This design comes from an exercise in tuning for small area, a short achievable clock period and few clock cycles on the open sky130 flow, not from production work. Only simulation tests tie the RTL to the original design; equivalence was not proved. Power and IR drop assume default switching activity.

==> design/flow/flow/run.sh <==
#!/bin/bash
# The standard layout (the standard.sh: standard synthesis, ORFS floorplan to final) with
# two changes to how it is made: timing repair aims for SETUP_SLACK_MARGIN ns of setup slack
# rather than 0, so the resizer keeps shortening paths below the clock period, and the port
# buffers that buffer_ports inserts on every input and output are buf_1 cells. The SDC, the
# clock period and every other setting are the standard flow's. ORFS's output goes to flow.log.
set -euo pipefail
bash standard.sh SETUP_SLACK_MARGIN=${MARGIN:-7.5} \
    BUFFER_PORTS_ARGS="-buffer_cell sky130_fd_sc_hd__buf_1" finish > flow.log 2>&1
==> design/flow/standard.sh <==
#!/bin/bash
# synth_recipe.tcl (not shown) runs the flow's synth.tcl, then flattens the netlist and writes it again
# the make line also repeats each setting of config.mk as NAME=value (left out here)
make -C /OpenROAD-flow-scripts/flow DESIGN_CONFIG=/design/flow/config.mk WORK_HOME=/design/flow/orfs CLKGATE_MAP_FILE= SYNTH_SCRIPT=/design/flow/synth_recipe.tcl "${@:-finish}"
==> design/flow/config.mk <==
export PLATFORM = sky130hd
export DESIGN_NAME = lcb_effect_player
export DESIGN_NICKNAME = lcb_effect_player
export VERILOG_FILES = /design/flow/design.v
export SDC_FILE = /design/flow/constraint.sdc
export NUM_CORES = 4
export LEC_CHECK = 0
export CAP_MARGIN = 20
export CORE_MARGIN = 2
export CORE_UTILIZATION = 40
export PLACE_DENSITY = 0.6
export SLEW_MARGIN = 20
==> design/flow/constraint.sdc <==
create_clock -name core_clock -period 12.0 [get_ports {clk}]
set_input_delay 2.4000 -clock core_clock [delete_from_list [all_inputs] [get_ports {clk}]]
set_output_delay 2.4000 -clock core_clock [all_outputs]
set_load 0.01 [all_outputs]
==> design/flow/design.v <==
module lcb_effect_player (
    input  wire        clk,
    input  wire        rst,             
    input  wire        ev_valid,
    output wire        ev_ready,
    input  wire [1:0]  ev_op,           
    input  wire [7:0]  ev_kind,         
    input  wire [23:0] ev_on,           
    input  wire [23:0] ev_off,          
    input  wire [31:0] ev_t0,
    input  wire [31:0] ev_t1,
    input  wire [31:0] ev_hold,
    input  wire [31:0] ev_repeat,
    input  wire [31:0] ev_delay,
    output wire        resp_valid,
    output wire [7:0]  resp_status,
    output wire [2:0]  resp_phase,      
    output wire [1:0]  resp_kind,
    output wire [31:0] resp_remaining,
    output wire [31:0] resp_elapsed,
    output wire        resp_armed,
    output wire [31:0] resp_count,
    output wire        sink_valid,
    output wire [23:0] sink_color       
);
    localparam [1:0] OP_TICK = 2'd0, OP_PLAY = 2'd1, OP_STOP = 2'd2, OP_QUERY = 2'd3;
    localparam [2:0] PH_IDLE       = 3'd0,
                     PH_STROBE_ON  = 3'd1,
                     PH_STROBE_OFF = 3'd2,
                     PH_FADE_IN    = 3'd3,
                     PH_FADE_HOLD  = 3'd4,
                     PH_FADE_OUT   = 3'd5,
                     PH_DELAY      = 3'd6;
    localparam [1:0] SS_OFF = 2'd0, SS_ON = 2'd1, SS_INTERP = 2'd2;
    reg [2:0]  phase;
    reg [1:0]  kind;
    reg [31:0] remaining;
    reg [31:2] el_q;                    
    wire [31:0] elapsed = {el_q, 2'b00};
    reg        armed;
    reg [31:0] count;
    reg [23:0] c_on, c_off;
    reg [31:0] t0, t1, hold;
    reg        rep_nz;                  
    reg        c1;                      
    reg        ei;                      
    reg        rdy;
    reg        pend_play;               
    reg        sink2;                   
    reg        rv, rinv;
    reg [2:0]  rph;                     
    reg [1:0]  rkd;                     
    reg        rrem31;
    reg        sv;
    reg        dgo;                     
    reg        ddone;
    reg        last;                    
    reg        wide;                    
    reg [1:0]  dst;
    reg [2:0]  dj;                      
    reg        ddbl;                    
    reg [32:0] S;                       
    reg [2:0]  tl;                      
    reg [10:0] E, Et;                   
    reg [7:0]  Q0, Q1, Q2;              
    reg        n_etc;                   
    reg        n_dbl;                   
    reg [2:0]  n_ae, n_at, n_one;       
    reg [1:0]  wcy;
    reg [1:0]  dch;                     
    reg [1:0]  wsub;                    
    reg        wchk;                    
    reg        w_t, w_el, w_20, w_inv;  
    reg        w_en, w_dbl, w_dec, w_one, w_conv, w_lastc;
    reg        cr1, cr2;                
    localparam [1:0] D_IDLE = 2'd0, D_ETC = 2'd1, D_RUN = 2'd2, D_WIDE = 2'd3;
    assign ev_ready = rdy & ~(ei & ~ddone);
    wire accept = ev_valid & ev_ready;
    assign resp_valid     = rv;
    assign resp_status    = {6'd0, rinv, 1'b0};
    assign resp_phase     = rph;
    assign resp_kind      = rkd;
    assign resp_remaining = {rrem31, remaining[30:0]};
    assign resp_elapsed   = elapsed;
    assign resp_armed     = armed;
    assign resp_count     = count;
    assign sink_valid     = sv;
    assign sink_color     = {Q0, Q1, Q2};         
    wire        fi    = (phase == PH_FADE_IN);
    wire        fi_fo = fi | (phase == PH_FADE_OUT);
    wire        t0z   = (t0 == 32'd0);
    wire        t1z   = (t1 == 32'd0);
    wire        rem1  = (remaining == 32'd1);
    wire [31:0] rem_dec = remaining - 32'd1;
    wire [31:0] el_inc  = elapsed + 32'd20;
    reg [2:0]  x_phase;
    reg [1:0]  x_kind;
    reg [31:0] x_rem, x_el, x_count;
    reg        x_armed, x_c1;
    reg        x_sink, x_sink2;
    reg [1:0]  x_ssel;
    reg        do_first, do_cc, do_fadein, do_fin;
    always @* begin
        x_phase = phase;  x_kind = kind;  x_rem = remaining;  x_el = elapsed;
        x_armed = 1'b0;  x_count = 32'd0;  x_c1 = 1'b0;
        x_sink = 1'b0;  x_sink2 = 1'b0;  x_ssel = SS_ON;
        do_first = 1'b0;  do_cc = 1'b0;  do_fadein = 1'b0;  do_fin = 1'b0;
        if (pend_play) begin
            if (count != 32'd0) begin
                x_phase = PH_DELAY;
                x_armed = 1'b1;  x_count = count;  x_c1 = (count == 32'd1);
            end else begin
                do_first = 1'b1;
            end
        end else begin
            case (phase)
            PH_DELAY: do_first = 1'b1;
            PH_STROBE_ON: begin
                x_sink = 1'b1;  x_ssel = SS_OFF;
                if (rep_nz && rem1) begin
                    do_fin = 1'b1;
                end else begin
                    if (rep_nz) x_rem = rem_dec;
                    x_phase = PH_STROBE_OFF;
                    x_armed = 1'b1;  x_count = t1z ? 32'd1 : t1;  x_c1 = (t1[31:1] == 31'd0);
                end
            end
            PH_STROBE_OFF: begin
                x_sink = 1'b1;  x_ssel = SS_ON;
                x_phase = PH_STROBE_ON;
                x_armed = 1'b1;  x_count = t0z ? 32'd1 : t0;  x_c1 = (t0[31:1] == 31'd0);
            end
            PH_FADE_IN: begin
                if (last) begin
                    x_el = 32'd0;
                    x_sink = 1'b1;  x_ssel = SS_OFF;
                    x_phase = PH_FADE_HOLD;
                    x_armed = 1'b1;  x_count = (hold == 32'd0) ? 32'd1 : hold;
                    x_c1 = (hold[31:1] == 31'd0);
                end else begin
                    x_el = el_inc;
                    x_sink = 1'b1;  x_ssel = SS_INTERP;
                    x_armed = 1'b1;  x_count = 32'd20;
                end
            end
            PH_FADE_HOLD: begin
                x_el = 32'd0;
                if (t1z) begin
                    x_sink = 1'b1;  x_ssel = SS_ON;
                    do_cc = 1'b1;
                end else begin
                    x_phase = PH_FADE_OUT;
                    x_armed = 1'b1;  x_count = 32'd20;
                end
            end
            PH_FADE_OUT: begin
                if (last) begin
                    x_el = 32'd0;
                    x_sink = 1'b1;  x_ssel = SS_ON;
                    do_cc = 1'b1;
                end else begin
                    x_el = el_inc;
                    x_sink = 1'b1;  x_ssel = SS_INTERP;
                    x_armed = 1'b1;  x_count = 32'd20;
                end
            end
            default: ;
            endcase
        end
        if (do_cc) begin
            if (rep_nz && rem1) begin
                do_fin = 1'b1;
            end else begin
                if (rep_nz) x_rem = rem_dec;
                do_fadein = 1'b1;
            end
        end
        if (do_first) begin
            x_sink = 1'b1;  x_ssel = SS_ON;
            if (kind == 2'd1) begin
                x_phase = PH_STROBE_ON;
                x_armed = 1'b1;  x_count = t0z ? 32'd1 : t0;  x_c1 = (t0[31:1] == 31'd0);
            end else begin
                do_fadein = 1'b1;
            end
        end
        if (do_fadein) begin
            x_el = 32'd0;
            if (t0z) begin
                x_sink2 = 1'b1;
                x_phase = PH_FADE_HOLD;
                x_armed = 1'b1;  x_count = (hold == 32'd0) ? 32'd1 : hold;
                x_c1 = (hold[31:1] == 31'd0);
            end else begin
                x_phase = PH_FADE_IN;
                x_armed = 1'b1;  x_count = 32'd20;
            end
        end
        if (do_fin) begin
            x_phase = PH_IDLE;  x_kind = 2'd0;  x_rem = 32'd0;  x_el = 32'd0;
            x_armed = 1'b0;  x_count = 32'd0;  x_c1 = 1'b0;
        end
    end
    wire kind_ok = (ev_kind == 8'd1) || (ev_kind == 8'd2);
    wire expire  = armed & c1;
    wire sel_x   = pend_play | (accept & (ev_op == OP_TICK) & expire);
    wire q_ld    = (sel_x & x_sink & (x_ssel != SS_INTERP)) | sink2;
    wire [23:0] q_col = (sel_x & (x_ssel == SS_ON)) ? c_on : c_off;
    always @(posedge clk) begin
        if (rst) begin
            phase <= PH_IDLE;  kind <= 2'd0;  remaining <= 32'd0;  el_q <= 30'd0;
            armed <= 1'b0;  count <= 32'd0;
            c1 <= 1'b0;  ei <= 1'b0;  rdy <= 1'b1;  pend_play <= 1'b0;  sink2 <= 1'b0;
            rv <= 1'b0;  rinv <= 1'b0;  sv <= 1'b0;
            dgo <= 1'b0;
        end else begin
            rv <= 1'b0;
            sv <= 1'b0;
            dgo <= 1'b0;
            if (sel_x) begin
                pend_play <= 1'b0;
                phase <= x_phase;  kind <= x_kind;  remaining <= x_rem;  el_q <= x_el[31:2];
                armed <= x_armed;  count <= x_count;  c1 <= x_c1;  ei <= 1'b0;
                sv <= x_sink;
                sink2 <= x_sink2;  rdy <= ~x_sink2;
                dgo <= ~x_sink2;                         
            end else if (sink2) begin
                sink2 <= 1'b0;
                sv <= 1'b1;
                rdy <= 1'b1;
                dgo <= 1'b1;
            end else if (accept) begin
                if (ev_op != OP_TICK) begin
                    rph <= phase;  rkd <= kind;  rrem31 <= remaining[31];
                end
                case (ev_op)
                OP_TICK: begin
                    if (armed) begin
                        count <= count - 32'd1;
                        c1 <= (count == 32'd2);
                        ei <= (count == 32'd2) & fi_fo;
                    end
                end
                OP_PLAY: begin
                    rv <= 1'b1;
                    rinv <= ~kind_ok;
                    if (kind_ok) begin
                        kind <= ev_kind[1:0];
                        c_on <= ev_on;  c_off <= ev_off;
                        t0 <= ev_t0;  t1 <= ev_t1;  hold <= ev_hold;
                        rep_nz <= (ev_repeat != 32'd0);
                        remaining <= ev_repeat;
                        el_q <= 30'd0;
                        phase <= PH_IDLE;
                        armed <= 1'b0;  count <= ev_delay;  c1 <= 1'b0;  ei <= 1'b0;
                        pend_play <= 1'b1;
                        rdy <= 1'b0;
                    end
                end
                OP_STOP: begin
                    rv <= 1'b1;
                    rinv <= 1'b0;
                    phase <= PH_IDLE;  kind <= 2'd0;  remaining <= 32'd0;  el_q <= 30'd0;
                    armed <= 1'b0;  count <= 32'd0;  c1 <= 1'b0;  ei <= 1'b0;
                    dgo <= 1'b1;
                end
                default: begin                           
                    rv <= 1'b1;
                    rinv <= 1'b0;
                end
                endcase
            end
        end
    end
    wire [31:0] tsel = fi ? t0 : t1;
    wire        wide_now = (tsel[31:10] != 22'd0);
    function [5:0] sd_all(input [23:0] a, input [23:0] b, input [2:0] j, input f);
        reg [7:0] a0, a1, a2, b0, b1, b2;
        begin
            a0 = a[23:16];  a1 = a[15:8];  a2 = a[7:0];
            b0 = b[23:16];  b1 = b[15:8];  b2 = b[7:0];
            sd_all = f ? {a2[j], b2[j], a1[j], b1[j], a0[j], b0[j]}
                       : {b2[j], a2[j], b1[j], a1[j], b0[j], a0[j]};
        end
    endfunction
    wire [5:0]  sd_j = sd_all(c_on, c_off, dj, fi);         
    wire [5:0]  sd_7 = sd_all(c_on, c_off, 3'd7, fi);       
    wire [1:0]  sdw  = (dch == 2'd0) ? sd_j[1:0] : (dch == 2'd1) ? sd_j[3:2] : sd_j[5:4];
    function [8:0] nclass(input [5:0] sd);
        integer k;
        reg [1:0] p;
        begin
            for (k = 0; k < 3; k = k + 1) begin
                p = sd[2*k +: 2];
                nclass[k]     = (p == 2'b01);
                nclass[3 + k] = (p == 2'b10);
                nclass[6 + k] = (p == 2'b11);
            end
        end
    endfunction
    wire [2:0]  selE  = (n_ae & tl) | (n_at & ~tl);
    wire [2:0]  selEt = (n_ae & ~tl) | (n_at & tl);
    wire [2:0]  inv   = n_at | ({3{n_dbl}} & ~tl) | {2'b00, n_etc} | {3{w_inv}};
    wire        selTn = n_dbl | n_etc;
    wire [32:0] t33   = {1'b0, tsel};
    wire [32:0] el33  = {1'b0, elapsed};
    wire [10:0] b0 = ({11{selTn | w_t}} & t33[10:0]) | ({11{selE[0]}} & E) | ({11{selEt[0]}} & Et)
                   | ({11{w_el}} & el33[10:0]) | ({11{w_20}} & 11'd20);
    wire [10:0] b1 = ({11{selTn}} & tsel[10:0]) | ({11{selE[1]}} & E) | ({11{selEt[1]}} & Et)
                   | ({11{w_t}} & t33[21:11]) | ({11{w_el}} & el33[21:11]);
    wire [10:0] b2 = ({11{selTn}} & tsel[10:0]) | ({11{selE[2]}} & E) | ({11{selEt[2]}} & Et)
                   | ({11{w_t}} & t33[32:22]) | ({11{w_el}} & el33[32:22]);
    wire        sh  = n_dbl | w_dbl;
    wire [10:0] a0 = sh ? {S[9:0], 1'b0} : S[10:0];
    wire [10:0] a1 = sh ? {S[20:11], wide & S[10]} : S[21:11];
    wire [10:0] a2 = sh ? {S[31:22], wide & S[21]} : S[32:22];
    wire        ci1 = wide ? cr1 : inv[1];
    wire        ci2 = wide ? cr2 : inv[2];
    function [11:0] lane_add(input [10:0] a, input [10:0] b, input ci);
        reg [12:0] sum;
        begin
            sum = {1'b0, a, 1'b1} + {1'b0, b, ci};
            lane_add = sum[12:1];
        end
    endfunction
    wire [11:0] r0 = lane_add(a0, b0 ^ {11{inv[0]}}, inv[0]);
    wire [11:0] r1 = lane_add(a1, b1 ^ {11{inv[1]}}, ci1);
    wire [11:0] r2 = lane_add(a2, b2 ^ {11{inv[2]}}, ci2);
    wire [32:0] rw = {r2[10:0], r1[10:0], r0[10:0]};
    wire [2:0]  sg = {r2[10], r1[10], r0[10]};
    wire        wlast = (dst == D_WIDE) & (wcy == 2'd3);    
    wire [2:0]  wch   = {dch == 2'd2, dch == 2'd1, dch == 2'd0};
    wire [2:0]  nen   = {3{n_dbl}} | n_ae | n_at;           
    wire [2:0]  qsh = {3{n_dbl}} | ({3{wlast & w_dbl}} & wch);
    wire [2:0]  qin = n_ae | n_at | n_one | ({3{wlast & (w_dec | w_one)}} & wch);
    wire [2:0]  dg  = n_one | (nen & ~sg) | {3{w_one | ((w_dbl | w_dec) & ~sg[2])}};
    wire [7:0]  Q0i = Q0 + 8'd1, Q1i = Q1 + 8'd1, Q2i = Q2 + 8'd1;
    wire [7:0]  Q0a = n_dbl | w_dbl ? {Q0[6:0], 1'b1} : Q0i,  Q0b = n_dbl | w_dbl ? {Q0[6:0], 1'b0} : Q0;
    wire [7:0]  Q1a = n_dbl | w_dbl ? {Q1[6:0], 1'b1} : Q1i,  Q1b = n_dbl | w_dbl ? {Q1[6:0], 1'b0} : Q1;
    wire [7:0]  Q2a = n_dbl | w_dbl ? {Q2[6:0], 1'b1} : Q2i,  Q2b = n_dbl | w_dbl ? {Q2[6:0], 1'b0} : Q2;
    always @(posedge clk) begin
        if (q_ld) begin
            {Q0, Q1, Q2} <= q_col;
        end else if (dgo) begin
            Q0 <= 8'd0;  Q1 <= 8'd0;  Q2 <= 8'd0;
        end else begin
            if (qsh[0] | qin[0]) Q0 <= dg[0] ? Q0a : Q0b;
            if (qsh[1] | qin[1]) Q1 <= dg[1] ? Q1a : Q1b;
            if (qsh[2] | qin[2]) Q2 <= dg[2] ? Q2a : Q2b;
        end
    end
    wire        w_nextch = wlast & (w_dec | w_one | (~w_en & ~w_dbl & ~wchk)) & (dj == 3'd0)
                         & (dch != 2'd2);
    wire        s_clr = n_etc | (wlast & w_lastc) | w_nextch;
    always @(posedge clk) begin
        if (dgo) begin
            S <= wide_now ? 33'd0 : {22'd0, el_inc[10:0]};
            tl <= 3'b000;
        end else if (s_clr) begin
            S <= 33'd0;
            tl <= 3'b000;
        end else if (wide) begin
            if (wlast & w_en) S <= rw;
            if (wlast & w_conv) tl[0] <= 1'b1;
            else if (wlast & (w_dbl | w_dec)) tl[0] <= sg[2];
        end else begin
            if (nen[0]) begin S[10:0]  <= r0[10:0]; tl[0] <= sg[0]; end
            if (nen[1]) begin S[21:11] <= r1[10:0]; tl[1] <= sg[1]; end
            if (nen[2]) begin S[32:22] <= r2[10:0]; tl[2] <= sg[2]; end
        end
    end
    always @(posedge clk) begin
        if (rst) begin
            dst <= D_IDLE;
            ddone <= 1'b0;
            n_etc <= 1'b0;  n_dbl <= 1'b0;  n_ae <= 3'b000;  n_at <= 3'b000;  n_one <= 3'b000;
            w_t <= 1'b0;  w_el <= 1'b0;  w_20 <= 1'b0;  w_inv <= 1'b0;
            w_en <= 1'b0;  w_dbl <= 1'b0;  w_dec <= 1'b0;  w_one <= 1'b0;  w_conv <= 1'b0;
            w_lastc <= 1'b0;
        end else if (dgo) begin
            ddone <= 1'b0;
            wide <= wide_now;
            E <= el_inc[10:0];
            dj <= 3'd7;  ddbl <= 1'b0;  dch <= 2'd0;  wsub <= 2'd0;  wcy <= 2'd0;  wchk <= 1'b1;
            n_etc <= ~wide_now;  n_dbl <= 1'b0;  n_ae <= 3'b000;  n_at <= 3'b000;  n_one <= 3'b000;
            w_t <= 1'b0;  w_el <= 1'b0;  w_20 <= 1'b0;  w_inv <= 1'b0;
            w_en <= 1'b0;  w_dbl <= 1'b0;  w_dec <= 1'b0;  w_one <= 1'b0;  w_conv <= 1'b0;
            w_lastc <= 1'b0;
            dst <= wide_now ? D_WIDE : D_ETC;
        end else begin
            case (dst)
            D_ETC: begin                                 
                Et <= r0[10:0];
                last <= r0[11];                          
                n_etc <= 1'b0;
                {n_one, n_at, n_ae} <= nclass(sd_7);     
                dst <= D_RUN;
            end
            D_RUN: begin
                if (n_dbl) begin                         
                    n_dbl <= 1'b0;
                    {n_one, n_at, n_ae} <= nclass(sd_j);
                end else if (dj == 3'd0) begin
                    {n_one, n_at, n_ae} <= 9'd0;
                    dst <= D_IDLE;
                    ddone <= 1'b1;
                end else begin                           
                    {n_one, n_at, n_ae} <= 9'd0;
                    n_dbl <= 1'b1;
                    dj <= dj - 3'd1;
                end
            end
            D_WIDE: begin
                wcy <= wcy + 2'd1;
                cr1 <= r0[11];
                cr2 <= r1[11];
                if (wcy == 2'd0) begin
                    w_t <= 1'b0;  w_el <= 1'b0;  w_20 <= 1'b0;  w_inv <= 1'b0;
                    w_en <= 1'b0;  w_dbl <= 1'b0;  w_dec <= 1'b0;  w_one <= 1'b0;
                    w_conv <= 1'b0;  w_lastc <= 1'b0;
                    if (wchk) begin                      
                        w_en <= 1'b1;
                        case (wsub)
                            2'd0:    w_el <= 1'b1;
                            2'd1:    w_20 <= 1'b1;
                            default: begin w_t <= 1'b1; w_inv <= 1'b1; w_lastc <= 1'b1; end
                        endcase
                    end else if (ddbl) begin             
                        w_en <= 1'b1;  w_dbl <= 1'b1;  w_t <= 1'b1;  w_inv <= ~tl[0];
                    end else if (sdw == 2'b11) begin
                        w_one <= 1'b1;
                    end else if (sdw != 2'b00) begin
                        w_en <= 1'b1;
                        if (!tl[0]) begin                
                            w_conv <= 1'b1;  w_t <= 1'b1;  w_inv <= 1'b1;
                        end else if (sdw == 2'b01) begin    
                            if (wsub == 2'd0) w_el <= 1'b1; else w_20 <= 1'b1;
                            w_dec <= (wsub == 2'd1);
                        end else begin                   
                            case (wsub)
                                2'd0:    w_t <= 1'b1;
                                2'd1:    begin w_el <= 1'b1; w_inv <= 1'b1; end
                                default: begin w_20 <= 1'b1; w_inv <= 1'b1; end
                            endcase
                            w_dec <= (wsub == 2'd2);
                        end
                    end
                end
                if (wcy == 2'd3) begin
                    if (wchk) begin
                        wsub <= wsub + 2'd1;
                        if (w_lastc) begin
                            last <= ~sg[2];
                            wsub <= 2'd0;
                            wchk <= 1'b0;
                        end
                    end else if (w_dbl) begin
                        ddbl <= 1'b0;
                    end else if (w_conv) begin
                    end else if (w_en & ~w_dec) begin
                        wsub <= wsub + 2'd1;
                    end else begin                       
                        wsub <= 2'd0;
                        if (dj == 3'd0) begin
                            if (dch == 2'd2) begin
                                dst <= D_IDLE;
                                ddone <= 1'b1;
                            end else begin
                                dch <= dch + 2'd1;
                                dj <= 3'd7;
                            end
                        end else begin
                            dj <= dj - 3'd1;
                            ddbl <= 1'b1;
                        end
                    end
                end
            end
            default: ;
            endcase
        end
    end
endmodule
==> results of run 1 <==
[logic make-up after synthesis]
group                      Yosys count
and+or+nand+nor                    922
AOI/OAI and AO/OA                  672
DFF                                379
buffers and inverters              244
xor gates and xnor gates           124
muxes                               83
adders and majority gates           64
other                                1
[final cells by class]
| type | instances | area [um^2] |
|---|---|---|
| fillers | 5332 | 29200 |
| multi-input cells | 1876 | 12300 |
| flip-flops and latches | 379 | 10000 |
| repair buffers | 434 | 2170 |
| clock buffers | 66 | 1390 |
| well taps | 756 | 946 |
| inverters | 52 | 215 |
| clock inverters | 17 | 151 |
| diodes | 1 | 2.50 |
[per-stage QoR]
stage,worst slack (ns),total power [mW],hold slack [ns]
2_1_floorplan,3.88,2.55,0.406
3_3_place_gp,5.93,2.85,0.433
3_5_place_dp,5.80,2.88,0.439
4_1_cts,7.38,4.36,0.460
5_1_grt,7.47,4.68,0.482
6_report,7.57,4.47,0.457
[flip-flops by register name, indices dropped and copies added (netlist names), 8 cells and up]
name / flops
c_off: 24
Q2: 8
Q1: 8
t0: 32
el_q: 30
E: 9
S: 33
Et: 11
c_on: 24
hold: 32
Q0: 8
t1: 32
remaining: 32
count: 32
[worst max-delay path: cells and delay by family]
| kind | cells | cell delay (ns) |
|---|---|---|
| simple gates | 4 | 1.00 |
| buf+inv | 4 | 0.73 |
| compound gates | 3 | 0.55 |
| fa+ha+maj | 1 | 0.20 |
[layout by cell type (no fill, tap or decap), drive strengths merged, types with 16 or more instances in the layout]
cell and n:
buf 430, nand2 321, edfxtp 243, nor2 223, a21oi 161, o21ai 150, dfxtp 136, nor3 86
xnor2 76, clkbuf 68, ha 61, mux2i 61, nor4 59, inv 53, xor2 48, nand3 45
a222oi 42, a22oi 37, o22ai 28, or3 28, nand4 27, a221oi 26, and2 25, a211oi 24
nand2b 23, a31oi 23, a21o 20, or2 18, and3 17, nor2b 17, o221ai 16
[what timing repair did]
action	4_1_cts	5_1_grt
hold buffers	0	0
resized for setup	71	64
pin swaps	18	39
endpoints found under the setup margin	223	149
setup buffers	15	35
gates cloned	3	2
[where the power goes]
part | leakage [nW] | switching (mW) | internal (mW)
Combinational | 5.59 | 0.817 | 0.610
Clock | 0.753 | 0.587 | 0.829
Sequential | 3.31 | 0.0901 | 1.54
[worst paths after layout]
| check | start | endpoint | slack [ns] | cells past startpoint |
|---|---|---|---|---|
| setup / recovery | ev_op[0] | Q2[3]$_DFFE_PP_ | 7.57 | 12 |
| hold / removal | kind[1]$_SDFFE_PP0P_ | rkd[1]$_DFFE_PP_ | 0.46 | 0 |
| setup reg to reg | tl[2]$_SDFFE_PP0P_ | Q1[7]$_DFFE_PP_ | 7.57 | 15 |
| hold reg to reg | kind[1]$_SDFFE_PP0P_ | rkd[1]$_DFFE_PP_ | 0.46 | 0 |
[per-layer routing]
metal  share of wire  vias up  global-route usage
met5               0        -                   0
met4           0.036        0               0.103
met3           0.087      190              0.0412
met2            0.45     1169               0.426
met1            0.43    10700               0.387
li1                -     9906                   -
==> run notes, run 1 <==
average vias per placed instance: 6.14
critical setup path kind: input port to flop
netlist area before placement: 0.0229 mm^2
multiplexer area fraction after synthesis: 0.0434
average wire per standard cell: 23.9 um
Synth cell types: 85
Final Core Density: 0.482
total I/O pin count: 358
unrepaired setup endpoints after global routing: false
fraction of final layout cells with drive strength greater than 1: 0.106
post-route insts no fill: 3581
CP Capture Type: flop
worst slew slack as a fraction of its limit: 0.251
core area: 0.0565 mm^2
worst voltage drop across the vdd grid: 0.129 mV
total number of placement rows: 87
routed via count: 22000
number of antenna violations at the first check in global routing: 1
combinational family with the most area after synthesis: compound AO/OA/AOI/OAI gates
port bufs: 348
layout-stage area growth over the synthesis result: 19.0%
Detailed Routing Iterations Pass 1: 9
CTS root buf: clkbuf_16
max frequency: 226 MHz
share of synthesized area occupied by flip-flops and latches: 0.438
compound-cell area share of the yosys netlist: 0.199
Sum Neg Setup Slack: 0 ns
share of synthesized registers carrying an async set or reset: 0
final-report hold violation count: 0
final weighted congestion of routability-driven global placement: 0.960
aggregate global routing overflow: 0
CTS sink cnt: 379
All-Layer GR Usage: 0.275
worst path arrival time: 4.89 ns
basic-gate share of the synthesized area counting and, or, nand and nor cells: 0.189
Post-synth top cells: 320 x nand2_1, 243 x edfxtp_1, 223 x nor2_1, 161 x a21oi_1, 149 x o21ai_0
number of remaining DRC errors: 0
delay of the slowest cell on the worst path: 0.57 ns
Final Setup Violations: 0
worst hold path type: flop to flop
biggest area contributors in the synthesized netlist: edfxtp_1 32%, dfxtp_1 12%, nand2_1 5.2%
adder-cell area share of the yosys netlist: 0.0355
top_reg_cell synth: edfxtp_1
level count of the clock H-tree: 2
post-synth top area share: 0.319
maximum buffer depth of the clock tree: 3
clock period minus final worst setup slack: 4.43 ns
Iteration-0 DRC Markers: 2614
via count of the first global-routing pass: 20500
cells traversed along the worst timing path: buf_1, inv_8, ha_4, a41oi_4, buf_12, nor2_1, o2bb2ai_2, buf_6, nand2_2, or4_1, o311a_1, nand2_1
number of nets in the finished design: 3072
P per Cell Area: 164 mW/mm^2
post-route standard cell area excluding fillers: 0.0273 mm^2
share of the cycle needed by the critical path after routing: 0.369
run status: timing/DRC/antenna clean
number of routed nets with antenna violations: 0
max-capacitance violation count: 0
crit path max fanout: 30
leakage power of the design: 9.65 nW
Clock Latency Late Sink: 0.60 ns
first-pass GRT wire length: 126000 um
clock tree from TritonCTS: done
Post-synth EDFFs: 243
parity-gate share of the synthesized area counting xor and xnor cells: 0.0474
count of mapped cells out of synthesis: 2489
Slowest-stage cell, CP: or4_1
placed wire-length estimate: 62100 um
Yosys top cell by area: edfxtp_1
placed cells: 3442
final wirelength: 85700 um
Die ar.: 0.0592 mm^2
Placement Cell Area: 0.0246 mm^2
pin count of the biggest net entering global routing: 78
vertical die dimension: 243 um
Initial Utilization: 0.405
Clock Skews: 0.0332 ns
actual transition at the worst max-transition pin: 1.12 ns
Worst EP required: 12.46 ns
number of clock buffers inserted by TritonCTS: 45
type of origin of the critical path: input port
die span in x: 243 um
pins over their slew limit: 0
clock-pin slew of the registers on the worst-case setup and hold paths: 0.06 ns
synthesis warning total: 1
average cell area after synthesis: 9.20 um^2
most instantiated library cell after synthesis: nand2_1
flip-flop and latch count after synthesis: 379
Testbench counts, summed over its fixed seeds: cycles 48,260.
==> inputs of run 2 (changes only) <==
==> design/flow/flow/run.sh (replaced) <==
#!/bin/bash
# The standard layout (the standard.sh: standard synthesis, ORFS floorplan to final) with
# these changes to how it is made:
#  - timing repair aims for SETUP_SLACK_MARGIN ns of setup slack rather than 0, so the
#    resizer keeps shortening paths below the clock period;
#  - the port buffers that buffer_ports inserts on every input and output are buf_1 cells;
#  - clock tree synthesis builds the tree from clkbuf_8 cells and adds no dummy loads.
# The SDC, the clock period and every other setting are the standard flow's. ORFS's output goes to
# flow.log.
set -euo pipefail
bash standard.sh SETUP_SLACK_MARGIN=${MARGIN:-7.5} \
    BUFFER_PORTS_ARGS="-buffer_cell sky130_fd_sc_hd__buf_1" \
    CTS_ARGS="-sink_clustering_enable -repair_clock_nets -dont_use_dummy_load -buf_list sky130_fd_sc_hd__clkbuf_8" \
    finish > flow.log 2>&1
==> run 2 against run 1 <==
Effect of this change: power down 8.3%; combinational power about the same; global-route usage increased by 0.23 points; highest routed layer is now met5; non-clock buffer count is 1 lower; fmax decreased by 2.5%; largest cell class unchanged.
==> run notes, run 2 <==
reg-to-reg slack, setup: 7.45 ns (-0.12 ns)
All-Layer GR Usage: 0.277 (+0.00228)
clock-pin slew of the registers on the worst-case setup and hold paths: 0.05 ns (about the same)
post-synth top area share: 0.319 (unchanged)
Initial Utilization: 0.405 (unchanged)
core area: 0.0565 mm^2 (unchanged)
level count of the clock H-tree: 3 (+1)
Synth cell types: 85 (unchanged)
post-route standard cell area excluding fillers: 0.0267 mm^2 (-2.2%)
flip-flop and latch count after synthesis: 379 (unchanged)
Slowest-stage cell, CP: a222oi_1
worst reg-to-reg path cell count: 14 (-1)
delay of the slowest cell on the worst path: 0.69 ns (+0.12 ns)
critical setup path kind: flop to flop
Iteration-0 DRC Markers: 2423 (-7.3%)
unrepaired setup endpoints after global routing: true
most frequent standard cell in the layout excluding fill and tap cells: buf_1
Worst EP required: 12.41 ns (-0.05 ns)
actual transition at the worst max-transition pin: 1.11 ns (-0.0133 ns)
share of synthesized registers carrying an async set or reset: 0 (unchanged)
number of antenna violations at the first check in global routing: 4 (+3)
start point of the worst hold path: kind[1]$_SDFFE_PP0P_
layout-stage area growth over the synthesis result: 16.4%
aggregate global routing overflow: 0 (unchanged)
crit path max fanout: 7 (-77%)
netlist area before placement: 0.0229 mm^2 (unchanged)
capture point of the worst reg-to-reg path: Q1[7]$_DFFE_PP_
worst voltage drop across the vdd grid: 0.0908 mV (-30%)
Final Setup Violations: 0 (unchanged)
Post-synth EDFFs: 243 (unchanged)
Die ar.: 0.0592 mm^2 (unchanged)
pins over their slew limit: 0 (unchanged)
Post-synth top cells: 320 x nand2_1, 243 x edfxtp_1, 223 x nor2_1, 161 x a21oi_1, 149 x o21ai_0
total I/O pin count: 358 (unchanged)
max FFs per register: 33 (unchanged)
number of clock buffers inserted by TritonCTS: 72 (+60%)
number of nets in the finished design: 3098 (+0.85%)
Placement Cell Area: 0.0246 mm^2 (unchanged)
Clock Latency Late Sink: 0.67 ns (+0.07 ns)
Sum Neg Setup Slack: 0 ns (unchanged)
die span in x: 243 um (unchanged)
Top cell by count, worst path: a21o_1
worst hold path type: flop to flop
Top delay family on crit path: compound AO/OA/AOI/OAI gates
run status: timing/DRC/antenna clean
Reg-to-Reg Start: n_at[1]$_SDFFE_PN0P_
placed wire-length estimate: 62100 um (unchanged)
number of remaining DRC errors: 0 (unchanged)
Overall Power: 4.10 mW (-8.3%)
share of synthesized area occupied by flip-flops and latches: 0.438 (unchanged)
largest reg by FF count: S
worst path arrival time: 4.96 ns (+0.07 ns)
highest-count cells in the layout ignoring fill and taps: 346 x buf_1, 314 x nand2_1, 243 x edfxtp_1
top_reg_cell synth: edfxtp_1
clock period minus final worst setup slack: 4.55 ns (+0.115 ns)
port bufs: 348 (unchanged)
final-report hold violation count: 0 (unchanged)
fraction of final layout cells with drive strength greater than 1: 0.105 (-0.000972)
final weighted congestion of routability-driven global placement: 0.960 (unchanged)
count of mapped cells out of synthesis: 2489 (unchanged)
placed cells: 3442 (unchanged)
worst slew slack as a fraction of its limit: 0.260 (+0.00891)
clock tree from TritonCTS: done
Endpoint, Worst Hold: rkd[1]$_DFFE_PP_
worst hold-check slack: 0.450 ns (-0.00716 ns)
pin count of the biggest net entering global routing: 78 (unchanged)
Clock Skews: 0.0555 ns (+0.0223 ns)
most instantiated library cell after synthesis: nand2_1
CTS sink cnt: 379 (unchanged)
synthesis warning total: 1 (unchanged)
share of the cycle needed by the critical path after routing: 0.379 (+0.00958)
vertical die dimension: 243 um (unchanged)
maximum buffer depth of the clock tree: 3 (unchanged)
cells traversed along the worst timing path: mux2_4, a222oi_1, o221ai_1, xnor2_1, ha_1, a21o_1, a21o_1, a211oi_1, o31a_1, mux2i_4, o31a_4, buf_6, o21ai_0, a311o_1
average wire per standard cell: 24.1 um (+0.64%)
Detailed Routing Iterations Pass 1: 8 (-1)
number of instances on the worst hold path: 0 (unchanged)
average cell area after synthesis: 9.20 um^2 (unchanged)
total number of placement rows: 87 (unchanged)
CP Capture Type: flop
biggest area contributors in the synthesized netlist: edfxtp_1 32%, dfxtp_1 12%, nand2_1 5.2%
first-pass GRT wire length: 127000 um (+0.26%)
average vias per placed instance: 6.15 (+0.14%)
WP buf/inv: 1 (-3)
CTS root buf: clkbuf_8
post-route insts no fill: 3569 (-0.34%)
via count of the first global-routing pass: 20700 (+0.97%)
Yosys top cell by area: edfxtp_1
number of routed nets with antenna violations: 0 (unchanged)
max-capacitance violation count: 0 (unchanged)
routed via count: 21900 (-0.20%)
final wirelength: 85900 um (+0.31%)
P per Cell Area: 154 mW/mm^2 (-6.3%)
type of origin of the critical path: flop
fill count: 5418 (+1.6%)
leakage power of the design: 9.38 nW (-2.8%)
max frequency: 220 MHz (-2.5%)
## run 2: cell count changes in the layout (fill, tap and decap cells not counted), moves of 3 or more
cell	change
buf_12	-4
buf_4	+4
buf_6	-3
clkbuf_1	-8
clkbuf_16	-50
clkbuf_8	+65
clkinv_2	-7
clkinvlp_4	-3
nand2_1	-3
nand2_2	+3
## run 2: cell families (layout without fill, tap and decap cells)
group                      after synthesis  after routing  synth area share
muxes                                   83             85            0.0434
adders and majority gates               64             64            0.0355
DFF                                    379            379             0.438
xor gates and xnor gates               124            124            0.0474
and+or+nand+nor                        922            922             0.189
other                                    1             10          0.000164
AOI/OAI and AO/OA                      672            672             0.199
buffers and inverters                  244            557            0.0481
## run 2: what timing repair did
item,CTS,global route
cloned,3,2
setup buffers,19,29
pin swaps,17,41
gates resized for setup,71,61
hold buffers,0,0
endpoints found under the hold margin,0,0
setup endpoints to repair,221,126
## run 2: how the worst max path moves through the flow
| stage | from | cells past startpoint | slack (ns) | to |
|---|---|---|---|---|
| after floorplan | ev_op[1] | 6 | 3.88 | c_off[0]$_DFFE_PP_ |
| after global placement | ev_op[0] | 6 | 5.93 | c_on[0]$_DFFE_PP_ |
| after detailed placement | ev_op[0] | 6 | 5.80 | c_off[5]$_DFFE_PP_ |
| after CTS | tl[0]$_SDFFE_PP0P_ | 14 | 7.38 | Q0[7]$_DFFE_PP_ |
| after global routing | phase[2]$_SDFFE_PP0P_ | 19 | 7.45 | Q1[6]$_DFFE_PP_ |
| final | n_at[1]$_SDFFE_PN0P_ | 14 | 7.45 | Q1[7]$_DFFE_PP_ |
## run 2: metrics by stage
stage | utilization | setup WS [ns]
4_1_cts | 0.462 | 7.38
3_3_place_gp | 0.436 | 5.93
6_report | 0.472 | 7.45
5_1_grt | 0.472 | 7.45
3_5_place_dp | 0.436 | 5.80
2_1_floorplan | - | 3.88
## run 2: metal layers
| metal | track usage | routed length [um] | vias to the layer above |
|---|---|---|---|
| li1 | - | - | 9904 |
| met1 | 0.380 | 36600 | 10600 |
| met2 | 0.428 | 38500 | 1198 |
| met3 | 0.0574 | 7650 | 208 |
| met4 | 0.106 | 3100 | 4 |
| met5 | 0 | 32 | - |
## run 2: cell type report
cell class | instances | area [um^2] | share of cell area
Tap cell | 756 | 946 | 0.0355
Sequential cell | 379 | 10100 | 0.377
Antenna cell | 1 | 2.50 | 0.0000939
Multi-Input combinational cell | 1876 | 12400 | 0.464
Timing Repair Buffer | 433 | 2090 | 0.0785
Inverter | 52 | 215 | 0.00807
Clock buffer | 72 | 991 | 0.0372
## run 2: report_power, final
group          switching [mW]  internal [mW]
registers              0.0903           1.54
logic                   0.812          0.604
clock network           0.525          0.527
==> inputs of run 3 (changes only) <==
--- a/design/flow/flow/run.sh
+++ b/design/flow/flow/run.sh
@@ -10,3 +10,3 @@
 set -euo pipefail
-bash standard.sh SETUP_SLACK_MARGIN=${MARGIN:-7.5} \
+bash standard.sh SETUP_SLACK_MARGIN=${MARGIN:-8.5} \
     BUFFER_PORTS_ARGS="-buffer_cell sky130_fd_sc_hd__buf_1" \
==> run 3 against run 2 <==
Effect of this change: still clean; global-route usage is 3.5 points higher; routed wire length is 16% higher; synthesized cell count stayed put; first-iteration DRC count is 19% higher; cell area is 26% higher; clock power hardly changed; clock skew is 0.0012 ns lower; via count is 13% higher; sequential share of layout area is 6.9 points lower; die area stayed put; final cell count is 10% higher; non-clock buffer count is 355 higher; critical endpoint is now Q1[2]$_DFFE_PP_.
==> run notes, run 3 <==
run status: timing/DRC/antenna clean
final wirelength: 99400 um (+16%)
Endpoint, Worst Hold: rkd[0]$_DFFE_PP_
number of instances on the worst hold path: 0 (unchanged)
Worst EP required: 12.40 ns (about the same)
net switching fraction of the power: 0.351 (+0.00218)
Post-synth top cells: 320 x nand2_1, 243 x edfxtp_1, 223 x nor2_1, 161 x a21oi_1, 149 x o21ai_0
synthesis warning total: 1 (unchanged)
most heavily used metal layer in global routing: met2
post-synth top area share: 0.319 (unchanged)
average cell area after synthesis: 9.20 um^2 (unchanged)
average wire per standard cell: 25.3 um (+5.0%)
Sum Neg Setup Slack: 0 ns (unchanged)
maximum buffer depth of the clock tree: 3 (unchanged)
netlist area before placement: 0.0229 mm^2 (unchanged)
average vias per placed instance: 6.28 (+2.2%)
fraction of final layout cells with drive strength greater than 1: 0.358 (+0.253)
reg-to-reg slack, setup: 7.55 ns (+0.10 ns)
number of remaining DRC errors: 0 (unchanged)
aggregate global routing overflow: 0 (unchanged)
count of mapped cells out of synthesis: 2489 (unchanged)
worst reg-to-reg path cell count: 14 (unchanged)
Overall Power: 4.56 mW (+11%)
most instantiated library cell after synthesis: nand2_1
clock-pin slew of the registers on the worst-case setup and hold paths: 0.06 ns (about the same)
start point of the worst hold path: kind[0]$_SDFFE_PP0P_
most frequent standard cell in the layout excluding fill and tap cells: nand2_1
worst hold-check slack: 0.464 ns (+0.0138 ns)
Die ar.: 0.0592 mm^2 (unchanged)
biggest area contributors in the synthesized netlist: edfxtp_1 32%, dfxtp_1 12%, nand2_1 5.2%
max FFs per register: 33 (unchanged)
largest reg by FF count: S
layout-stage area growth over the synthesis result: 47.0%
share of synthesized registers carrying an async set or reset: 0 (unchanged)
level count of the clock H-tree: 3 (unchanged)
final-report hold violation count: 0 (unchanged)
number of routed nets with antenna violations: 0 (unchanged)
first-pass GRT wire length: 142000 um (+12%)
placed wire-length estimate: 60200 um (-3.1%)
combinational share of power: 0.419 (+0.073)
CTS root buf: clkbuf_8
Post-synth EDFFs: 243 (unchanged)
number of clock buffers inserted by TritonCTS: 71 (-1.4%)
Switch Pwr: 1.60 mW (+12%)
met3 usage in global routing: 0.0683 (+0.0109)
pin count of the biggest net entering global routing: 59 (-24%)
worst path arrival time: 4.85 ns (-0.11 ns)
Final Setup Violations: 0 (unchanged)
capture point of the worst reg-to-reg path: Q1[2]$_DFFE_PP_
port bufs: 348 (unchanged)
clock network fraction of total power: 0.231 (-0.026)
share of synthesized area occupied by flip-flops and latches: 0.438 (unchanged)
max frequency: 225 MHz (+2.2%)
core area: 0.0565 mm^2 (unchanged)
Detailed Routing Iterations Pass 1: 7 (-1)
Initial Utilization: 0.405 (unchanged)
All-Layer GR Usage: 0.312 (+0.0347)
area of combinational cells with multiple inputs: 0.0142 mm^2 (+15%)
total number of placement rows: 87 (unchanged)
clock period minus final worst setup slack: 4.45 ns (-0.0980 ns)
max-capacitance violation count: 0 (unchanged)
final weighted congestion of routability-driven global placement: 0.968 (+0.81%)
met1 usage: 0.428 (+0.0473)
worst slew slack as a fraction of its limit: 0.204 (-0.0555)
Clock Skews: 0.0543 ns (-0.00123 ns)
routed via count: 24700 (+13%)
via count of the first global-routing pass: 23200 (+12%)
unrepaired setup endpoints after global routing: true
total I/O pin count: 358 (unchanged)
Clock Latency Late Sink: 0.67 ns (about the same)
internal power consumption: 2.96 mW (+11%)
M2 GR Usage: 0.473 (+0.0452)
flip-flop and latch count after synthesis: 379 (unchanged)
pins over their slew limit: 0 (unchanged)
crit path max fanout: 6 (-1)
relative contribution of sequential cells to total power: 0.350 (-0.047)
actual transition at the worst max-transition pin: 1.19 ns (+0.0847 ns)
Iteration-0 DRC Markers: 2873 (+19%)
highest-count cells in the layout ignoring fill and taps: 304 x nand2_1, 254 x buf_4, 243 x edfxtp_1
top_reg_cell synth: edfxtp_1
clock tree from TritonCTS: done
quantity of hold-fixing buffers added after cts: 0 (unchanged)
fill count: 4569 (-16%)
number of nets in the finished design: 3463 (+12%)
die span in x: 243 um (unchanged)
CP Capture Type: flop
vertical die dimension: 243 um (unchanged)
Yosys top cell by area: edfxtp_1
CTS sink cnt: 379 (unchanged)
critical setup path kind: flop to flop
Sequential Area: 0.0104 mm^2 (+3.3%)
P per Cell Area: 135 mW/mm^2 (-12%)
post-route insts no fill: 3934 (+10%)
Synth cell types: 85 (unchanged)
worst hold path type: flop to flop
share of the cycle needed by the critical path after routing: 0.371 (-0.00817)
Reg-to-Reg Start: tl[1]$_SDFFE_PP0P_
type of origin of the critical path: flop
leakage power of the design: 12.7 nW (+36%)
worst voltage drop across the vdd grid: 0.0824 mV (-9.3%)
placed cells: 3432 (-0.29%)
number of antenna violations at the first check in global routing: 3 (-1)
run 3: cell count changes in the layout (fill, tap and decap cells not counted), moves of 55 or more:
| cell | previous run | this run |
|---|---|---|
| o21ai_0 | 136 | 81 |
| dfxtp_1 | 125 | 24 |
| dfxtp_4 | 7 | 90 |
| buf_1 | 346 | 222 |
| buf_6 | 4 | 207 |
| buf_4 | 71 | 254 |
run 3: final cells by class:
type,instances,share of cell area
Multi-Input combinational cell,1887,0.422
Sequential cell,379,0.308
Inverter,52,0.00662
Antenna cell,1,0.0000743
Tap cell,756,0.0281
Timing Repair Buffer,788,0.205
Clock buffer,71,0.0290
run 3: repair_timing:
action                                  CTS  global route
gates cloned                             39             3
pin swaps                               171           180
endpoints found under the setup margin  478           469
resized for setup                       817           244
setup buffers                           297            90
run 3: power by group through the flow:
stage                     clock network, mW  logic, mW  registers [mW]
after global placement                    0       1.21            1.64
final                                  1.05       1.91            1.60
after global routing                   1.12       2.05            1.60
after CTS                              1.06       1.65            1.59
after floorplan                           0      0.965            1.62
after detailed placement                  0       1.24            1.65
run 3: worst max-delay path by stage:
stage / startpoint / to / slack (ns) / cells after the start
2_1_floorplan: ev_op[1] / c_off[0]$_DFFE_PP_ / 3.88 / 6
3_3_place_gp: ev_op[1] / c_on[0]$_DFFE_PP_ / 6.30 / 8
3_5_place_dp: ev_op[1] / c_on[4]$_DFFE_PP_ / 6.21 / 8
4_1_cts: tl[2]$_SDFFE_PP0P_ / Q1[4]$_DFFE_PP_ / 7.66 / 14
5_1_grt: tl[2]$_SDFFE_PP0P_ / Q0[7]$_DFFE_PP_ / 7.49 / 17
6_report: tl[1]$_SDFFE_PP0P_ / Q1[2]$_DFFE_PP_ / 7.55 / 14
run 3: per-stage QoR:
stage,area (um^2),utilization,setup slack [ns]
floorplan,23700,-,3.88
global placement,24900,0.440,6.30
detailed placement,24900,0.440,6.21
CTS,31900,0.565,7.66
global route,33700,0.596,7.49
finish,33700,0.596,7.55
run 3: critical path: stages, from the launching register on:
cell and delay [ns]:
dfxtp_4 0.37, mux2_4 0.36, a222oi_1 0.69, o221ai_1 0.29, xnor2_1 0.29, ha_1 0.30
a21o_1 0.19, a21o_1 0.17, a211oi_2 0.19, o31a_1 0.26, mux2i_4 0.41, o31a_4 0.26
buf_6 0.12, mux2i_1 0.19, o22ai_1 0.11
run 3: kinds of logic after synthesis:
| group | count (synthesis) | share of synthesized area |
|---|---|---|
| buf+inv | 244 | 0.0481 |
| flops | 379 | 0.438 |
| fa+ha+maj | 64 | 0.0355 |
| simple gates | 922 | 0.189 |
| mux | 83 | 0.0434 |
| other cells | 1 | 0.000164 |
| compound gates | 672 | 0.199 |
| xor+xnor | 124 | 0.0474 |
run 3: metal layers:
metal / vias up / share of wire / wire, um
li1: 10700 / - / -
met3: 431 / 0.11 / 11400
met5: - / 0.00042 / 42
met2: 1760 / 0.44 / 43900
met4: 6 / 0.052 / 5160
met1: 11800 / 0.39 / 38900
==> inputs of run 4 (changes only) <==
--- a/design/flow/flow/run.sh
+++ b/design/flow/flow/run.sh
@@ -10,3 +10,3 @@
 set -euo pipefail
-bash standard.sh SETUP_SLACK_MARGIN=${MARGIN:-8.5} \
+bash standard.sh SETUP_SLACK_MARGIN=${MARGIN:-7.0} \
     BUFFER_PORTS_ARGS="-buffer_cell sky130_fd_sc_hd__buf_1" \
==> run 4 against run 3 <==
Effect of this change: first-iteration DRC count down 22%; fmax is 7.8% lower; sequential share of layout area rose by 8.0 points; count of clock-buffer cells in the layout did not move; via count down 13%; sequential cell count unchanged; hold slack got worse by 0.012 ns; largest cell class unchanged; highest routed layer is now met4.
==> run notes, run 4 <==
vertical die dimension: 243 um (unchanged)
number of antenna violations at the first check in global routing: 1 (-2)
pins over their slew limit: 0 (unchanged)
top_reg_cell synth: edfxtp_1
net switching fraction of the power: 0.345 (-0.00570)
basic-gate share of the synthesized area counting and, or, nand and nor cells: 0.189 (unchanged)
most frequent standard cell in the layout excluding fill and tap cells: buf_1
max frequency: 207 MHz (-7.8%)
biggest area contributors in the synthesized netlist: edfxtp_1 32%, dfxtp_1 12%, nand2_1 5.2%
reg-to-reg slack, setup: 7.18 ns (-0.37 ns)
level count of the clock H-tree: 3 (unchanged)
Synth cell types: 85 (unchanged)
start point of the worst hold path: kind[1]$_SDFFE_PP0P_
maximum buffer depth of the clock tree: 3 (unchanged)
clock-pin slew of the registers on the worst-case setup and hold paths: 0.06 ns (about the same)
Reg-to-Reg Start: tl[2]$_SDFFE_PP0P_
worst path arrival time: 5.37 ns (+0.52 ns)
internal power consumption: 2.58 mW (-13%)
Switch Pwr: 1.36 mW (-15%)
placed cells: 3443 (+0.32%)
clock network fraction of total power: 0.264 (+0.033)
number of instances on the worst hold path: 0 (unchanged)
All-Layer GR Usage: 0.272 (-0.0394)
worst reg-to-reg path cell count: 15 (+1)
synthesis warning total: 1 (unchanged)
share of synthesized registers carrying an async set or reset: 0 (unchanged)
average vias per placed instance: 6.12 (-2.6%)
final-report hold violation count: 0 (unchanged)
post-synth top area share: 0.319 (unchanged)
adder-cell area share of the yosys netlist: 0.0355 (unchanged)
combinational share of power: 0.324 (-0.095)
most instantiated library cell after synthesis: nand2_1
largest reg by FF count: S
max-capacitance violation count: 0 (unchanged)
number of clock buffers inserted by TritonCTS: 71 (unchanged)
routed via count: 21500 (-13%)
capture point of the worst reg-to-reg path: Q0[7]$_DFFE_PP_
layout-stage area growth over the synthesis result: 12.8%
worst slew slack as a fraction of its limit: 0.214 (+0.00966)
die span in x: 243 um (unchanged)
Final Core Density: 0.457 (-0.139)
met2 routed wirelength: 36900 um (-16%)
Worst EP required: 12.54 ns (+0.14 ns)
post-route insts no fill: 3522 (-10%)
met3 WL: 6610 um (-42%)
routed metal-1 wire length: 36700 um (-5.7%)
netlist area before placement: 0.0229 mm^2 (unchanged)
worst hold path type: flop to flop
CP Capture Type: flop
CTS root buf: clkbuf_8
Post-synth top cells: 320 x nand2_1, 243 x edfxtp_1, 223 x nor2_1, 161 x a21oi_1, 149 x o21ai_0
fraction of final layout cells with drive strength greater than 1: 0.0738 (-0.284)
flip-flop and latch count after synthesis: 379 (unchanged)
P per Cell Area: 153 mW/mm^2 (+13%)
Yosys top cell by area: edfxtp_1
critical setup path kind: input port to flop
post-route standard cell area excluding fillers: 0.0258 mm^2 (-23%)
Sum Neg Setup Slack: 0 ns (unchanged)
combinational family with the most area after synthesis: compound AO/OA/AOI/OAI gates
share of synthesized area occupied by flip-flops and latches: 0.438 (unchanged)
Endpoint, Worst Hold: rkd[1]$_DFFE_PP_
parity-gate share of the synthesized area counting xor and xnor cells: 0.0474 (unchanged)
final wirelength: 83400 um (-16%)
clock period minus final worst setup slack: 4.83 ns (+0.379 ns)
total number of placement rows: 87 (unchanged)
area of combinational cells with multiple inputs: 0.0120 mm^2 (-15%)
leakage power of the design: 9.03 nW (-29%)
total I/O pin count: 358 (unchanged)
actual transition at the worst max-transition pin: 1.17 ns (-0.0209 ns)
Detailed Routing Iterations Pass 1: 9 (+2)
highest-count cells in the layout ignoring fill and taps: 347 x buf_1, 319 x nand2_1, 243 x edfxtp_1
type of origin of the critical path: input port
crit path max fanout: 22 (+16)
run status: timing/DRC/antenna clean
compound-cell area share of the yosys netlist: 0.199 (unchanged)
unrepaired setup endpoints after global routing: false
Sequential Area: 0.0100 mm^2 (-3.4%)
number of nets in the finished design: 3051 (-12%)
multiplexer area fraction after synthesis: 0.0434 (unchanged)
core area: 0.0565 mm^2 (unchanged)
via count of the first global-routing pass: 20500 (-11%)
Die ar.: 0.0592 mm^2 (unchanged)
top routing layer used: met4
aggregate global routing overflow: 0 (unchanged)
number of routed nets with antenna violations: 0 (unchanged)
max FFs per register: 33 (unchanged)
first-pass GRT wire length: 126000 um (-12%)
Placement Cell Area: 0.0246 mm^2 (-1.0%)
Overall Power: 3.94 mW (-14%)
average cell area after synthesis: 9.20 um^2 (unchanged)
average wire per standard cell: 23.7 um (-6.3%)
Initial Utilization: 0.405 (unchanged)
CTS sink cnt: 379 (unchanged)
count of mapped cells out of synthesis: 2489 (unchanged)
worst voltage drop across the vdd grid: 0.0768 mV (-6.7%)
Post-synth EDFFs: 243 (unchanged)
share of the cycle needed by the critical path after routing: 0.402 (+0.0316)
final weighted congestion of routability-driven global placement: 0.912 (-5.8%)
quantity of hold-fixing buffers added after cts: 0 (unchanged)
placed wire-length estimate: 61300 um (+1.9%)
Final Setup Violations: 0 (unchanged)
Iteration-0 DRC Markers: 2241 (-22%)
Clock Skews: 0.0685 ns (+0.0142 ns)
Clock Latency Late Sink: 0.66 ns (about the same)
pin count of the biggest net entering global routing: 76 (+29%)
port bufs: 348 (unchanged)
number of remaining DRC errors: 0 (unchanged)
fill count: 5569 (+22%)
clock tree from TritonCTS: done
relative contribution of sequential cells to total power: 0.412 (+0.062)
## run 4: changes by cell type in the layout (fill, tap and decap cells not counted), sizes merged, moves of 2 or more
cell	previous run	this run
nor2	226	223
bufbuf	2	0
clkbuf	93	73
buf	764	386
a21o	23	20
## run 4: worst max-delay path by stage
stage | startpoint | end | slack [ns] | cells after the start
6_report | ev_op[1] | el_q[30]$_SDFFE_PP0P_ | 7.17 | 9
5_1_grt | phase[0]$_SDFFE_PP0P_ | Q2[7]$_DFFE_PP_ | 7.01 | 15
4_1_cts | tl[2]$_SDFFE_PP0P_ | Q1[7]$_DFFE_PP_ | 7.00 | 15
3_5_place_dp | ev_op[1] | Q0[5]$_DFFE_PP_ | 6.00 | 9
3_3_place_gp | ev_op[1] | Q1[6]$_DFFE_PP_ | 6.24 | 9
2_1_floorplan | ev_op[1] | c_off[0]$_DFFE_PP_ | 3.88 | 6
## run 4: power groups by stage
| stage | registers [mW] | logic (mW) | clock network [mW] |
|---|---|---|---|
| floorplan | 1.62 | 0.929 | 0 |
| global placement | 1.64 | 1.20 | 0 |
| detailed placement | 1.65 | 1.22 | 0 |
| CTS | 1.62 | 1.24 | 1.06 |
| global route | 1.63 | 1.42 | 1.11 |
| finish | 1.63 | 1.28 | 1.04 |
## run 4: per-layer routing
metal	vias up	global-route usage
li1	9830	-
met1	10500	0.381
met2	1039	0.422
met3	197	0.0481
met4	0	0.0958
met5	-	0
## run 4: logic make-up after synthesis
family / after synthesis
simple gates: 922
compound gates: 672
buf+inv: 244
flops: 379
fa+ha+maj: 64
other cells: 1
mux: 83
xor+xnor: 124
## run 4: repair_timing
action                                  in CTS  in global routing
resized for setup                           19                 21
endpoints found under the setup margin     121                143
cloned                                       0                  2
buffers inserted                             0                  5
pin swaps                                    1                  4
## run 4: layout make-up
type | count | area share
Multi-Input combinational cell | 1875 | 0.466
Clock buffer | 71 | 0.0378
Inverter | 52 | 0.00833
Tap cell | 756 | 0.0366
Timing Repair Buffer | 388 | 0.0634
Sequential cell | 379 | 0.388
Antenna cell | 1 | 0.0000969
## run 4: per-stage QoR
step / setup WS [ns] / hold slack (ns)
finish: 7.17 / 0.452
global route: 7.01 / 0.471
CTS: 7.00 / 0.449
detailed placement: 6.00 / 0.436
global placement: 6.24 / 0.429
floorplan: 3.88 / 0.406
## run 4: worst max-delay path, cell delays in order
cell,delay (ns)
buf_1,0.19
inv_12,0.09
ha_4,0.19
a41o_1,0.41
buf_4,0.36
o2111ai_1,0.45
or3_4,0.60
or4_1,0.52
a21oi_1,0.14
==> inputs of run 5 (changes only) <==
--- a/design/flow/flow/run.sh
+++ b/design/flow/flow/run.sh
@@ -10,3 +10,3 @@
 set -euo pipefail
-bash standard.sh SETUP_SLACK_MARGIN=${MARGIN:-7.0} \
+bash standard.sh SETUP_SLACK_MARGIN=${MARGIN:-8.0} \
     BUFFER_PORTS_ARGS="-buffer_cell sky130_fd_sc_hd__buf_1" \
==> run 5 against run 4 <==
Effect of this change: synthesized cell count stayed put; utilization is 2.9 points higher; critical path depth is 5 higher.
==> run notes, run 5 <==
worst hold path type: flop to flop
internal power consumption: 2.71 mW (+4.9%)
pin count of the biggest net entering global routing: 74 (-2.6%)
run status: timing/DRC/antenna clean
synthesis warning total: 1 (unchanged)
port bufs: 348 (unchanged)
final-report hold violation count: 0 (unchanged)
maximum buffer depth of the clock tree: 3 (unchanged)
CTS root buf: clkbuf_8
Die ar.: 0.0592 mm^2 (unchanged)
worst reg-to-reg path cell count: 14 (-1)
All-Layer GR Usage: 0.272 (-0.000336)
leakage power of the design: 9.63 nW (+6.6%)
number of antenna violations at the first check in global routing: 3 (+2)
number of antenna repair diodes: 0 (-1)
start point of the worst hold path: kind[1]$_SDFFE_PP0P_
worst slew slack as a fraction of its limit: 0.243 (+0.0291)
fill count: 5368 (-3.6%)
combinational share of power: 0.356 (+0.032)
most instantiated library cell after synthesis: nand2_1
combinational family with the most area after synthesis: compound AO/OA/AOI/OAI gates
number of routed nets with antenna violations: 0 (unchanged)
Post-synth EDFFs: 243 (unchanged)
critical setup path kind: flop to flop
top_reg_cell synth: edfxtp_1
Iteration-0 DRC Markers: 2504 (+12%)
CP Capture Type: flop
clock tree from TritonCTS: done
type of origin of the critical path: flop
Post-synth top cells: 320 x nand2_1, 243 x edfxtp_1, 223 x nor2_1, 161 x a21oi_1, 149 x o21ai_0
layout-stage area growth over the synthesis result: 19.9%
met3 WL: 7880 um (+19%)
P per Cell Area: 151 mW/mm^2 (-1.0%)
Clock Latency Late Sink: 0.67 ns (about the same)
final wirelength: 85000 um (+1.9%)
Reg-to-Reg Start: tl[1]$_SDFFE_PP0P_
average vias per placed instance: 6.14 (+0.40%)
level count of the clock H-tree: 3 (unchanged)
Detailed Routing Iterations Pass 1: 9 (unchanged)
worst hold-check slack: 0.453 ns (+0.00128 ns)
clock period minus final worst setup slack: 4.37 ns (-0.462 ns)
top routing layer used: met5
fraction of final layout cells with drive strength greater than 1: 0.135 (+0.0609)
Clock Skews: 0.0665 ns (-0.00198 ns)
number of clock buffers inserted by TritonCTS: 71 (unchanged)
first-pass GRT wire length: 125000 um (-0.40%)
unrepaired setup endpoints after global routing: true
multiplexer area fraction after synthesis: 0.0434 (unchanged)
final weighted congestion of routability-driven global placement: 0.989 (+8.5%)
max-capacitance violation count: 0 (unchanged)
Yosys top cell by area: edfxtp_1
Slowest-stage cell, CP: a222oi_1
aggregate global routing overflow: 0 (unchanged)
Synth cell types: 85 (unchanged)
pins over their slew limit: 0 (unchanged)
Final Setup Violations: 0 (unchanged)
crit path max fanout: 8 (-64%)
core area: 0.0565 mm^2 (unchanged)
quantity of hold-fixing buffers added after cts: 0 (unchanged)
average wire per standard cell: 23.7 um (about the same)
vertical die dimension: 243 um (unchanged)
adder-cell area share of the yosys netlist: 0.0355 (unchanged)
Endpoint, Worst Hold: rkd[1]$_DFFE_PP_
parity-gate share of the synthesized area counting xor and xnor cells: 0.0474 (unchanged)
delay of the slowest cell on the worst path: 0.49 ns (-0.11 ns)
average cell area after synthesis: 9.20 um^2 (unchanged)
most frequent standard cell in the layout excluding fill and tap cells: buf_1
post-synth top area share: 0.319 (unchanged)
max FFs per register: 33 (unchanged)
relative contribution of sequential cells to total power: 0.393 (-0.019)
largest reg by FF count: S
worst voltage drop across the vdd grid: 0.0770 mV (+0.17%)
basic-gate share of the synthesized area counting and, or, nand and nor cells: 0.189 (unchanged)
biggest area contributors in the synthesized netlist: edfxtp_1 32%, dfxtp_1 12%, nand2_1 5.2%
number of instances on the worst hold path: 0 (unchanged)
die span in x: 243 um (unchanged)
Worst EP required: 12.40 ns (-0.14 ns)
share of synthesized registers carrying an async set or reset: 0 (unchanged)
via count of the first global-routing pass: 20600 (+0.16%)
clock network fraction of total power: 0.251 (-0.013)
clock-pin slew of the registers on the worst-case setup and hold paths: 0.05 ns (about the same)
placed wire-length estimate: 59800 um (-2.5%)
capture point of the worst reg-to-reg path: Q1[7]$_DFFE_PP_
net switching fraction of the power: 0.347 (+0.00174)
max frequency: 229 MHz (+11%)
number of remaining DRC errors: 0 (unchanged)
highest-count cells in the layout ignoring fill and taps: 344 x buf_1, 314 x nand2_1, 243 x edfxtp_1
compound-cell area share of the yosys netlist: 0.199 (unchanged)
routed via count: 22100 (+2.4%)
share of synthesized area occupied by flip-flops and latches: 0.438 (unchanged)
actual transition at the worst max-transition pin: 1.13 ns (-0.0388 ns)
Switch Pwr: 1.44 mW (+5.7%)
netlist area before placement: 0.0229 mm^2 (unchanged)
number of nets in the finished design: 3122 (+2.3%)
met2 routed wirelength: 37100 um (+0.56%)
CTS sink cnt: 379 (unchanged)
flip-flop and latch count after synthesis: 379 (unchanged)
total number of placement rows: 87 (unchanged)
share of the cycle needed by the critical path after routing: 0.364 (-0.0385)
Sum Neg Setup Slack: 0 ns (unchanged)
routed metal-1 wire length: 36900 um (+0.57%)
reg-to-reg slack, setup: 7.63 ns (+0.45 ns)
worst path arrival time: 4.77 ns (-0.60 ns)
Initial Utilization: 0.405 (unchanged)
cells traversed along the worst timing path: buf_4, mux2_2, a222oi_1, o21ai_0, a21oi_1, xor2_1, ha_1, o21a_1, o2bb2ai_2, o31a_1, mux2i_4, o31a_4, o2111a_1, a311o_1
count of mapped cells out of synthesis: 2489 (unchanged)
total I/O pin count: 358 (unchanged)
[run 5: cell type report]
class	instances	area, um^2	share of cell area
timing repair buffer	454	2480	0.0902
multi-input combinational	1880	12800	0.466
tap	756	946	0.0344
inverter	52	215	0.00784
sequential	379	10100	0.366
clock buffer	71	977	0.0356
[run 5: how the worst max path moves through the flow]
stage	from	end	slack [ns]	cells past startpoint
6_report	tl[1]$_SDFFE_PP0P_	Q1[7]$_DFFE_PP_	7.63	14
5_1_grt	tl[2]$_SDFFE_PP0P_	Q1[7]$_DFFE_PP_	7.48	15
4_1_cts	tl[2]$_SDFFE_PP0P_	Q1[6]$_DFFE_PP_	7.66	15
3_5_place_dp	ev_op[1]	Q1[5]$_DFFE_PP_	6.49	9
3_3_place_gp	ev_op[1]	Q1[6]$_DFFE_PP_	6.53	9
2_1_floorplan	ev_op[1]	c_off[0]$_DFFE_PP_	3.88	6
[run 5: what timing repair did]
item / 4_1_cts / 5_1_grt
buffers inserted: 47 / 24
cloned: 10 / 4
endpoints found under the hold margin: 0 / 0
setup endpoints to repair: 313 / 196
gates resized for setup: 130 / 51
pin swaps: 45 / 36
[run 5: cell families (layout without fill, tap and decap cells)]
family	Yosys count	count (layout)
xor gates and xnor gates	124	124
AOI/OAI and AO/OA	672	673
other	1	9
buffers and inverters	244	577
and+or+nand+nor	922	924
muxes	83	86
adders and majority gates	64	64
DFF	379	379
[run 5: power groups by stage]
stage | Clock [mW] | Sequential [mW] | Combinational [mW]
final | 1.04 | 1.63 | 1.48
after floorplan | 0 | 1.62 | 0.960
after detailed placement | 0 | 1.65 | 1.24
after CTS | 1.06 | 1.63 | 1.39
after global routing | 1.11 | 1.64 | 1.62
after global placement | 0 | 1.64 | 1.21
[run 5: per-layer routing]
layer  vias to the layer above  GRT usage
li1                       9970          -
met1                     10600      0.388
met2                      1220      0.410
met3                       221     0.0514
met4                         6     0.0978
met5                         -          0
[run 5: critical path, delay by kind of cell, from the launching register on]
kind | cells | cell delay [ns]
multiplexers | 2 | 0.62
adder cells (fa/ha/maj) | 1 | 0.34
flip-flops | 1 | 0.37
AO/OA/AOI/OAI | 9 | 2.52
XOR/XNOR | 1 | 0.11
buffers and inverters | 1 | 0.13
[run 5: through the flow]
stage / cells / utilization / total power, mW / area, um^2 / setup WS [ns]
floorplan: 2497 / - / 2.58 / 23600 / 3.88
global placement: 3436 / 0.440 / 2.85 / 24800 / 6.53
detailed placement: 3436 / 0.440 / 2.88 / 24800 / 6.49
CTS: 3564 / 0.477 / 4.08 / 27000 / 7.66
global route: 3592 / 0.486 / 4.36 / 27500 / 7.48
finish: 3592 / 0.486 / 4.15 / 27500 / 7.63

[what the ideal ports hide]
The flow's constraints put no driver on any port. The routed layouts listed below were extracted and timed again, unchanged, in two steps. Step 1 assumes that a clkbuf_16 drives the clock port and a buf_2 every other input. Step 2 times the ports against the registers' clock, not the clock port: input delays grow and output delays shrink by t, the midpoint of the rising clock arrivals with the driver on. a / b / c = no drivers / after step 1 / after step 2; a / b = the first two.
run | shift t [ns] | setup slack, ns | hold WS [ns] | cell pins on the clock port's net
run 1 | 0.648 | 7.568 / 7.574 / 6.957 | 0.457 / 0.457 / 0.457 | 1
run 2 | 0.704 | 7.453 / 7.453 / 6.892 | 0.450 / 0.450 / 0.450 | 1
run 3 | 0.706 | 7.551 / 7.551 / 7.118 | 0.464 / 0.464 / 0.464 | 1
run 4 | 0.687 | 7.172 / 7.181 / 6.502 | 0.452 / 0.452 / 0.452 | 1
run 5 | 0.693 | 7.634 / 7.634 / 7.296 | 0.453 / 0.453 / 0.453 | 1
After both steps setup and hold are still met in every run listed. The setup slack of run 4, which loses most, moves by +0.009 ns with the drivers and by -0.670 ns with both steps.
